This is an optimization exercise on Yosys and OpenROAD, whose aim is a short achievable clock period and few clock cycles, not a production implementation.
In this exercise RTL edits were held to simulation tests only and were not proved equivalent to the original.
Power and IR drop assume default switching activity.

==> design/flow/design.v <==
module vx16_core (
    input  wire        clk,
    input  wire        rst,
    input  wire        cmd_valid,
    input  wire [1:0]  cmd_op,
    input  wire [15:0] cmd_pc,
    input  wire        cmd_debug,
    input  wire        cmd_limit_en,
    input  wire [31:0] cmd_limit,
    input  wire        cancel_req,
    output wire        ready,
    output reg         done,
    output reg  [3:0]  status,
    output reg  [31:0] steps,
    output reg  [15:0] fault_info,
    output reg  [2:0]  fault_sub,
    output reg         slot_valid,
    output reg         trace_valid,
    output reg  [15:0] trace_pc,
    output reg  [31:0] trace_ir,
    output reg  [2:0]  trace_flags,
    output wire        mem_re,
    output wire        mem_we,
    output wire [13:0] mem_addr,
    output wire [7:0]  mem_wdata,
    input  wire [7:0]  mem_rdata,
    input  wire [4:0]  dbg_sel,
    output reg  [15:0] dbg_data
);
    localparam [1:0] CMD_ALLOC = 2'd0, CMD_FREE = 2'd1, CMD_SETPC = 2'd2, CMD_EXEC = 2'd3;
    localparam [3:0] ST_HALTED   = 4'd0, ST_OOB       = 4'd1, ST_BADREG = 4'd2,
                     ST_BADOP    = 4'd3, ST_BADSLOT   = 4'd6, ST_LIMIT  = 4'd7,
                     ST_CANCEL   = 4'd8;
    localparam [7:0] OP_HALT = 8'h00, OP_NOP  = 8'h01,
                     OP_LDI  = 8'h10, OP_MOV  = 8'h11, OP_LDB  = 8'h12, OP_LDW  = 8'h13,
                     OP_STB  = 8'h14, OP_STW  = 8'h15,
                     OP_ADD  = 8'h20, OP_SUB  = 8'h21, OP_AND  = 8'h22, OP_OR   = 8'h23,
                     OP_XOR  = 8'h24, OP_SHL  = 8'h25, OP_SHR  = 8'h26,
                     OP_ADDI = 8'h28, OP_SUBI = 8'h29, OP_SHLI = 8'h2A, OP_SHRI = 8'h2B,
                     OP_CMP  = 8'h30, OP_CMPI = 8'h31,
                     OP_JMP  = 8'h40, OP_JZ   = 8'h41, OP_JNZ  = 8'h42, OP_JC   = 8'h43,
                     OP_JNC  = 8'h44, OP_JS   = 8'h45, OP_JNS  = 8'h46,
                     OP_PUSH = 8'h50, OP_POP  = 8'h51, OP_CALL = 8'h52, OP_RET  = 8'h53;
    localparam [3:0] S_IDLE = 4'd0, S_BOUND = 4'd1, S_FREQ = 4'd2, S_FWAIT = 4'd3,
                     S_DECODE = 4'd4, S_MREQ = 4'd5, S_MWAIT = 4'd6, S_STORE = 4'd7,
                     S_COMMIT = 4'd8;
    reg [15:0] x [0:15];
    reg [15:0] pc;
    reg [31:0] ir;
    reg [2:0]  flags;           
    reg [3:0]  state;
    reg        debug_r;
    reg        limit_en_r;
    reg [31:0] limit_r;
    reg [1:0]  cnt;             
    reg [15:0] ea_r;            
    reg [1:0]  nbytes_r;        
    reg [15:0] wdata_r;         
    reg [15:0] ldata;           
    assign ready = (state == S_IDLE);
    wire [7:0]  op    = ir[7:0];
    wire [7:0]  fa    = ir[15:8];
    wire [7:0]  fb    = ir[23:16];
    wire [7:0]  fc    = ir[31:24];
    wire [15:0] imm16 = ir[31:16];
    reg op_ok, use_a, use_b, use_c;
    always @(*) begin
        op_ok = 1'b1; use_a = 1'b0; use_b = 1'b0; use_c = 1'b0;
        case (op)
            OP_HALT, OP_NOP, OP_RET: ;
            OP_JMP, OP_JZ, OP_JNZ, OP_JC, OP_JNC, OP_JS, OP_JNS, OP_CALL: ;
            OP_PUSH, OP_POP, OP_LDI, OP_ADDI, OP_SUBI, OP_CMPI: use_a = 1'b1;
            OP_MOV, OP_CMP, OP_SHLI, OP_SHRI,
            OP_LDB, OP_LDW, OP_STB, OP_STW: begin use_a = 1'b1; use_b = 1'b1; end
            OP_ADD, OP_SUB, OP_AND, OP_OR, OP_XOR, OP_SHL, OP_SHR:
                begin use_a = 1'b1; use_b = 1'b1; use_c = 1'b1; end
            default: op_ok = 1'b0;
        endcase
    end
    wire [15:0] ra = x[fa[3:0]];
    wire [15:0] rb = x[fb[3:0]];
    wire [15:0] rc = x[fc[3:0]];
    wire [15:0] sp = x[15];
    wire is_r3  = (op >= OP_ADD) && (op <= OP_SHR);
    wire is_rs  = (op == OP_SHLI) || (op == OP_SHRI);
    wire is_imm = (op == OP_ADDI) || (op == OP_SUBI) || (op == OP_CMPI);
    wire [15:0] src1 = (is_r3 || is_rs) ? rb : ra;
    wire [15:0] src2 = is_r3  ? rc :
                       is_imm ? imm16 :
                       is_rs  ? {8'h00, fc} : rb;
    wire [16:0] add_w   = {1'b0, src1} + {1'b0, src2};
    wire [15:0] sub_r   = src1 - src2;
    wire        sub_c   = (src1 < src2);
    wire        sh_big  = (src2 >= 16'd16);
    wire [31:0] shl_w   = {16'h0000, src1} << src2[3:0];
    wire [15:0] shl_r   = sh_big ? 16'h0000 : shl_w[15:0];
    wire        shl_c   = sh_big ? (src1 != 16'h0000) : (shl_w[31:16] != 16'h0000);
    wire [15:0] shr_r   = sh_big ? 16'h0000 : (src1 >> src2[3:0]);
    reg [15:0] alu_r;
    reg        alu_c;
    always @(*) begin
        alu_r = 16'h0000; alu_c = 1'b0;
        case (op)
            OP_ADD, OP_ADDI:          begin alu_r = add_w[15:0]; alu_c = add_w[16]; end
            OP_SUB, OP_SUBI, OP_CMP,
            OP_CMPI:                  begin alu_r = sub_r; alu_c = sub_c; end
            OP_AND:                   alu_r = src1 & src2;
            OP_OR:                    alu_r = src1 | src2;
            OP_XOR:                   alu_r = src1 ^ src2;
            OP_SHL, OP_SHLI:          begin alu_r = shl_r; alu_c = shl_c; end
            OP_SHR, OP_SHRI:          alu_r = shr_r;
            default: ;
        endcase
    end
    wire [2:0] alu_flags = {alu_r[15], alu_c, (alu_r == 16'h0000)};
    wire       sets_flags = is_r3 || is_rs || is_imm || (op == OP_CMP);
    wire       writes_alu = is_r3 || is_rs || (op == OP_ADDI) || (op == OP_SUBI);
    wire is_load  = (op == OP_LDB) || (op == OP_LDW) || (op == OP_POP) || (op == OP_RET);
    wire is_store = (op == OP_STB) || (op == OP_STW) || (op == OP_PUSH) || (op == OP_CALL);
    wire is_byte  = (op == OP_LDB) || (op == OP_STB);
    wire [15:0] sp_dn = sp - 16'd2;
    wire [15:0] ea    = ((op == OP_PUSH) || (op == OP_CALL)) ? sp_dn :
                        ((op == OP_POP)  || (op == OP_RET))  ? sp :
                        rb + {{8{fc[7]}}, fc};
    wire [16:0] ea_end = {1'b0, ea} + (is_byte ? 17'd1 : 17'd2);
    wire        ea_oob = (ea_end > 17'd16384);
    wire [15:0] st_data = (op == OP_CALL) ? (pc + 16'd4) : ra;
    reg taken;
    always @(*) begin
        case (op)
            OP_JMP:  taken = 1'b1;
            OP_JZ:   taken =  flags[0];
            OP_JNZ:  taken = ~flags[0];
            OP_JC:   taken =  flags[1];
            OP_JNC:  taken = ~flags[1];
            OP_JS:   taken =  flags[2];
            OP_JNS:  taken = ~flags[2];
            default: taken = 1'b0;
        endcase
    end
    wire [2:0] new_flags = sets_flags ? alu_flags : flags;
    wire [15:0] fetch_addr = pc + {14'd0, cnt};
    wire [15:0] data_addr  = ea_r + {14'd0, cnt};
    assign mem_re    = (state == S_FREQ) || (state == S_MREQ);
    assign mem_we    = (state == S_STORE);
    assign mem_addr  = (state == S_FREQ) ? fetch_addr[13:0] : data_addr[13:0];
    assign mem_wdata = cnt[0] ? wdata_r[15:8] : wdata_r[7:0];
    always @(*) begin
        case (dbg_sel)
            5'd16:   dbg_data = pc;
            5'd17:   dbg_data = {13'h0000, flags};
            5'd18:   dbg_data = ir[15:0];
            5'd19:   dbg_data = ir[31:16];
            default: dbg_data = dbg_sel[4] ? 16'h0000 : x[dbg_sel[3:0]];
        endcase
    end
    integer i;
    task end_run(input [3:0] code);
        begin
            status <= code;
            done   <= 1'b1;
            state  <= S_IDLE;
        end
    endtask
    task fault(input [3:0] code, input [15:0] info, input [2:0] sub);
        begin
            fault_info <= info;
            fault_sub  <= sub;
            end_run(code);
        end
    endtask
    always @(posedge clk) begin
        if (rst) begin
            state       <= S_IDLE;
            slot_valid  <= 1'b0;
            done        <= 1'b0;
            trace_valid <= 1'b0;
        end else begin
            done        <= 1'b0;
            trace_valid <= 1'b0;
            case (state)
                S_IDLE: begin
                    if (cmd_valid) begin
                        case (cmd_op)
                            CMD_ALLOC: begin
                                slot_valid <= 1'b1;
                                pc         <= cmd_pc;
                                ir         <= 32'h0;
                                flags      <= 3'b000;
                                for (i = 0; i < 16; i = i + 1)
                                    x[i] <= 16'h0000;
                            end
                            CMD_FREE:  slot_valid <= 1'b0;
                            CMD_SETPC: if (slot_valid) pc <= cmd_pc;
                            CMD_EXEC: begin
                                if (!slot_valid) begin
                                    status <= ST_BADSLOT;
                                    done   <= 1'b1;
                                end else begin
                                    debug_r    <= cmd_debug;
                                    limit_en_r <= cmd_limit_en;
                                    limit_r    <= cmd_limit;
                                    steps      <= 32'd0;
                                    state      <= S_BOUND;
                                end
                            end
                        endcase
                    end
                end
                S_BOUND: begin
                    if (cancel_req)
                        end_run(ST_CANCEL);
                    else if (limit_en_r && (steps == limit_r))
                        end_run(ST_LIMIT);
                    else if (pc > 16'd16380)
                        fault(ST_OOB, pc, 3'd4);
                    else begin
                        cnt   <= 2'd0;
                        state <= S_FREQ;
                    end
                end
                S_FREQ: state <= S_FWAIT;
                S_FWAIT: begin
                    ir[cnt*8 +: 8] <= mem_rdata;
                    if (cnt == 2'd3)
                        state <= S_DECODE;
                    else begin
                        cnt   <= cnt + 2'd1;
                        state <= S_FREQ;
                    end
                end
                S_DECODE: begin
                    cnt      <= 2'd0;
                    ea_r     <= ea;
                    nbytes_r <= is_byte ? 2'd1 : 2'd2;
                    wdata_r  <= st_data;
                    if (!op_ok)
                        fault(ST_BADOP, {8'h00, op}, 3'd0);
                    else if (use_a && (fa >= 8'd16))
                        fault(ST_BADREG, {8'h00, fa}, 3'd1);
                    else if (use_b && (fb >= 8'd16))
                        fault(ST_BADREG, {8'h00, fb}, 3'd2);
                    else if (use_c && (fc >= 8'd16))
                        fault(ST_BADREG, {8'h00, fc}, 3'd3);
                    else if ((is_load || is_store) && ea_oob)
                        fault(ST_OOB, ea, is_byte ? 3'd1 : 3'd2);
                    else if (is_load)
                        state <= S_MREQ;
                    else if (is_store)
                        state <= S_STORE;
                    else
                        state <= S_COMMIT;
                end
                S_MREQ: state <= S_MWAIT;
                S_MWAIT: begin
                    if (cnt == 2'd0)
                        ldata <= {8'h00, mem_rdata};
                    else
                        ldata[15:8] <= mem_rdata;
                    if ({1'b0, cnt} + 3'd1 == {1'b0, nbytes_r})
                        state <= S_COMMIT;
                    else begin
                        cnt   <= cnt + 2'd1;
                        state <= S_MREQ;
                    end
                end
                S_STORE: begin
                    if ({1'b0, cnt} + 3'd1 == {1'b0, nbytes_r})
                        state <= S_COMMIT;
                    else
                        cnt <= cnt + 2'd1;
                end
                S_COMMIT: begin
                    flags <= new_flags;
                    if (writes_alu)                       x[fa[3:0]] <= alu_r;
                    if (op == OP_LDI)                     x[fa[3:0]] <= imm16;
                    if (op == OP_MOV)                     x[fa[3:0]] <= rb;
                    if ((op == OP_LDB) || (op == OP_LDW)) x[fa[3:0]] <= ldata;
                    if ((op == OP_PUSH) || (op == OP_CALL)) x[15] <= ea_r;
                    if ((op == OP_POP) || (op == OP_RET))   x[15] <= sp + 16'd2;
                    if (op == OP_POP)                     x[fa[3:0]] <= ldata;   
                    if (op == OP_RET)
                        pc <= ldata;
                    else if ((op == OP_CALL) || taken)
                        pc <= imm16;
                    else
                        pc <= pc + 16'd4;
                    if (steps != 32'hFFFF_FFFF)
                        steps <= steps + 32'd1;
                    if (debug_r) begin
                        trace_valid <= 1'b1;
                        trace_pc    <= pc;
                        trace_ir    <= ir;
                        trace_flags <= new_flags;
                    end
                    if (op == OP_HALT)
                        end_run(ST_HALTED);
                    else
                        state <= S_BOUND;
                end
                default: state <= S_IDLE;
            endcase
        end
    end
endmodule
==> design/flow/run.sh <==
#!/bin/bash
# synth_recipe.tcl (not shown) runs the flow's synth.tcl, then flattens the netlist and writes it again
# the make line also repeats each setting of config.mk as NAME=value (left out here)
make -C /OpenROAD-flow-scripts/flow DESIGN_CONFIG=/design/flow/config.mk WORK_HOME=/design/flow/orfs CLKGATE_MAP_FILE= SYNTH_SCRIPT=/design/flow/synth_recipe.tcl finish
==> design/flow/config.mk <==
export PLATFORM = sky130hd
export DESIGN_NAME = vx16_core
export DESIGN_NICKNAME = vx16_core
export VERILOG_FILES = /design/flow/design.v
export SDC_FILE = /design/flow/constraint.sdc
export NUM_CORES = 4
export LEC_CHECK = 0
export CAP_MARGIN = 20
export CORE_MARGIN = 2
export CORE_UTILIZATION = 40
export SLEW_MARGIN = 20
==> design/flow/constraint.sdc <==
create_clock -name core_clock -period 10.0 [get_ports {clk}]
set_input_delay 2.0000 -clock core_clock [delete_from_list [all_inputs] [get_ports {clk}]]
set_output_delay 2.0000 -clock core_clock [all_outputs]
set_load 0.01 [all_outputs]
==> impl_metrics.tcl <==
set metrics [dict create \
    outcome "finished clean" \
    wl_per_cell_um 33.4 \
    avgSynthCellArea_um2 11.0 \
    start_util 0.404 \
    core_area_mm2 0.0918 \
    p_leak_nw 14.5 \
    synth_top_cells_by_area "edfxtp_1 (40%), mux4_2 (17%), nor2_1 (4.8%)" \
    cts_tree "yes" \
    crit_path_max_fanout 39 \
    syn-num-nets 3527 \
    slew-limit-headroom 0.179 \
    synth-seq-cells 522 \
    gp_congestion 1.02 \
    max_stage_delay_ps 880 \
    finalPower_mw 5.61 \
    p_per_area_mw_per_mm2 132 \
    cts_max_path_buffers 3 \
    ys_dominant_reg_cell "edfxtp_1" \
    io_buffers 218 \
    drt_iter0_markers 5183 \
    yosysUniqueCellTypes 101 \
    arrival_ps 7900 \
    syn_to_final_growth_pct 14.8 \
    setup_violations 0 \
    ys_seq_area_frac 0.416 \
    fin_nets 3646 \
    cp_cell_sequence "mux4_1 -> a22oi_1 -> nand2_1 -> nand3_1 -> nand2_1 -> buf_4 -> ha_1 -> fa_1 -> a21o_1 -> a21oi_1 -> o21ai_0 -> a221o_1 -> a211o_1 -> a21o_1 -> a21o_1 -> a21o_1 -> o21ai_0 -> o211a_1 -> and2_1 -> o21ai_0" \
    r2r_cells 20 \
    vias_per_cell 6.74 \
    vias 32300 \
    crit_path_frequent_cell "a21o_1" \
    grt_pass1_vias 30500 \
    cts_buffers 60 \
    drv_slew 0 \
    synth_edf_count 499 \
    drc 0 \
    min_period_ps 7540 \
    cts_sinks 522 \
    drtPass1Iterations 8 \
    criticalPathCategory "reg -> reg" \
    synth_largest_area_cell "edfxtp_1" \
    reg2reg_slack_ps 2460 \
    syn-cell-area_mm2 0.0371 \
    synthArstFlopShare 0 \
    die_area_mm2 0.0952 \
    critPathLaunchType "register" \
    cts_setup_buffers 0 \
    ios 219 \
    multi_input_area_mm2 0.0201 \
    gr-total-overflow 0 \
    dieHeight_um 309 \
    max_cap_viol_count 0 \
    die_w_um 309 \
    clkSlewWorstSetupHoldPaths_ps 60 \
    dp_hpwl_mm 114 \
    synth_top_area_share 0.404 \
    grt_antenna_before_repair 3 \
    grt_pass1_wl_mm 224 \
    drive_above_1_share 0.168 \
    cts.repair.resized 0 \
    finalHoldViolations 0 \
    hold_depth 1 \
    root_buffer "clkbuf_16" \
    fill_cells 8368 \
    cp.required_ps 10370 \
    min_period_over_period 0.754 \
    hp-class "reg -> reg" \
    skew_ps 32.2 \
    yosysWarnings 1 \
    insertion_delay_ps 670 \
    synth_cells 3377 \
    setup_tns_ps 0 \
    final-seq-area_mm2 0.0155 \
    grt_max_degree 55 \
    grt_util_all_layers 0.330 \
    tightest_slew_ps 1230 \
    fp-row-count 111 \
    cts_hold_buf 0 \
    post-route-util 0.464 \
    htreeDepth 2 \
    fmax_mhz 133 \
    slowest_stage "dfxtp_4" \
    crit_path_end_kind "register" \
    routed_wirelength_mm 160 \
    ant_nets 0 \
    peakVddDrop_v 0.000141 \
    rsz0062_at_grt "false" \
]
## cells in the mapped netlist (13+ instances only)
cell	instances
edfxtp_1	499
nor2_1	478
mux4_2	274
nand2_1	240
clkbuf_1	171
a21oi_1	163
o21ai_0	143
nand3_1	118
inv_1	94
ha_1	76
xnor2_1	72
o22ai_1	70
mux2i_1	66
nor2b_1	62
xor2_1	55
nor3_1	51
buf_2	42
a22oi_1	40
a22o_1	37
buf_1	37
mux2_2	33
a211oi_1	29
and3_1	29
a31oi_1	28
nand4_1	26
nor4_1	24
dfxtp_1	23
a21o_1	19
nand2b_1	19
or3_1	19
o211ai_1	18
and2_1	17
o221ai_1	15
nor3b_1	14
buf_4	13
nor2_2	13
o21ai_1	13
## registers in the layout, summed over array words and instances, names as in the netlist, 2 cells and up, named ones only
register	cells
ea_r	16
nbytes_r	2
trace_pc	16
x	256
state	4
status	4
steps	32
flags	3
limit_r	32
trace_flags	3
cnt	2
trace_ir	32
wdata_r	16
ir	32
fault_info	16
fault_sub	3
pc	16
ldata	16
## cell families (layout without fill, tap and decap cells)
logic type	count (synthesis)	count (layout)	share of synthesized area
AND/OR/NAND/NOR	1150	1150	0.142
adder cells (fa/ha/maj)	81	81	0.0283
buffers and inverters	375	540	0.0427
other	0	1	0
XOR/XNOR	127	127	0.0300
AO/OA/AOI/OAI	728	728	0.134
multiplexers	394	394	0.207
flip-flops	522	522	0.416
## per-layer routing
| metal | global-route usage | up-vias | part of all wire |
|---|---|---|---|
| met3 | 0.105 | 581 | 0.13 |
| met1 | 0.414 | 15800 | 0.35 |
| met4 | 0.202 | 4 | 0.072 |
| met2 | 0.497 | 2621 | 0.44 |
| met5 | 0 | - | 0.00016 |
| li1 | - | 13200 | - |
## cell usage in the layout, fill, tap and decap left out, drive strengths merged, types with 76 or more instances in the layout
cell type        n
a21oi          163
buf            112
clkbuf          76
clkdlybuf4s50  216
edfxtp         499
ha              76
inv            104
mux4           286
nand2          243
nand3          119
nor2           491
o21ai          157
## stage by stage
step | instances | hold WS (ps) | instance area, um^2 | setup WS, ps
2_1_floorplan | 3377 | 421 | 37100 | 3660
3_3_place_gp | 4674 | 510 | 40500 | 2580
3_5_place_dp | 4676 | 512 | 40500 | 2760
4_1_cts | 4784 | 524 | 42600 | 2710
5_1_grt | 4785 | 562 | 42600 | 2070
6_report | 4786 | 522 | 42600 | 2460
## layout make-up
cell class / count / area share
Inverter: 104 / 0.00917
Tap cell: 1243 / 0.0365
Antenna cell: 1 / 0.0000588
Sequential cell: 522 / 0.363
Clock buffer: 76 / 0.0374
Timing Repair Buffer: 328 / 0.0711
Multi-Input combinational cell: 2480 / 0.473
Clock inverter: 32 / 0.0100
## worst paths after layout
path,end,start
worst min-delay path,trace_valid$_SDFF_PP0_,debug_r$_DFFE_PP_
worst max register to register,x[15][14]$_DFFE_PP_,register
worst min register to register,trace_valid$_SDFF_PP0_,debug_r$_DFFE_PP_
worst max-delay path,x[15][14]$_DFFE_PP_,register
## report_power, final
part	leakage [nW]	switching [mW]	total [mW]	internal, mW
sequential	4.88	0.0501	2.45	2.40
combinational	8.61	0.509	0.810	0.300
clock	0.978	0.967	2.35	1.38
total	14.5	1.53	5.61	4.08
## worst max-delay path: cells and delay by family, from the launching register on
| kind | cells | cell delay [ps] |
|---|---|---|
| flip-flops | 1 | 880 |
| adder cells (fa/ha/maj) | 2 | 670 |
| buffers and inverters | 1 | 310 |
| AND/OR/NAND/NOR | 4 | 1860 |
| multiplexers | 1 | 640 |
| AO/OA/AOI/OAI | 12 | 2810 |
Testbench counts, summed over its fixed seeds: cycles 787,813.

## afterwards: timing with drivers on the ports
In the flow no input, the clock included, has a driving cell. The finished layout below was timed again as built, in two steps. Step 1 (the two cells are an assumption about what drives the block):
set clk [get_ports {clk}]
set_driving_cell -lib_cell sky130_fd_sc_hd__clkbuf_16 $clk
set_driving_cell -lib_cell sky130_fd_sc_hd__buf_2 [delete_from_list [all_inputs] $clk]
Step 2 times the ports against the registers' clock, not the clock port: input delays grow and output delays shrink by t, the midpoint of the rising clock arrivals with the driver on. Slacks: ideal / step 1 / step 2; pairs: ideal / step 1.
t, ns: 0.726
setup WS [ns]: 2.461 / 2.455 / 2.455
worst setup path after step 2: input to output
worst register clock-pin slew, ns: 0.07 / 0.07
cell pins on the clock port's net: 1
After both steps this run still meets setup and hold. For this run, drivers alone change the setup slack by -0.006 ns; drivers and shift together by -0.006 ns.
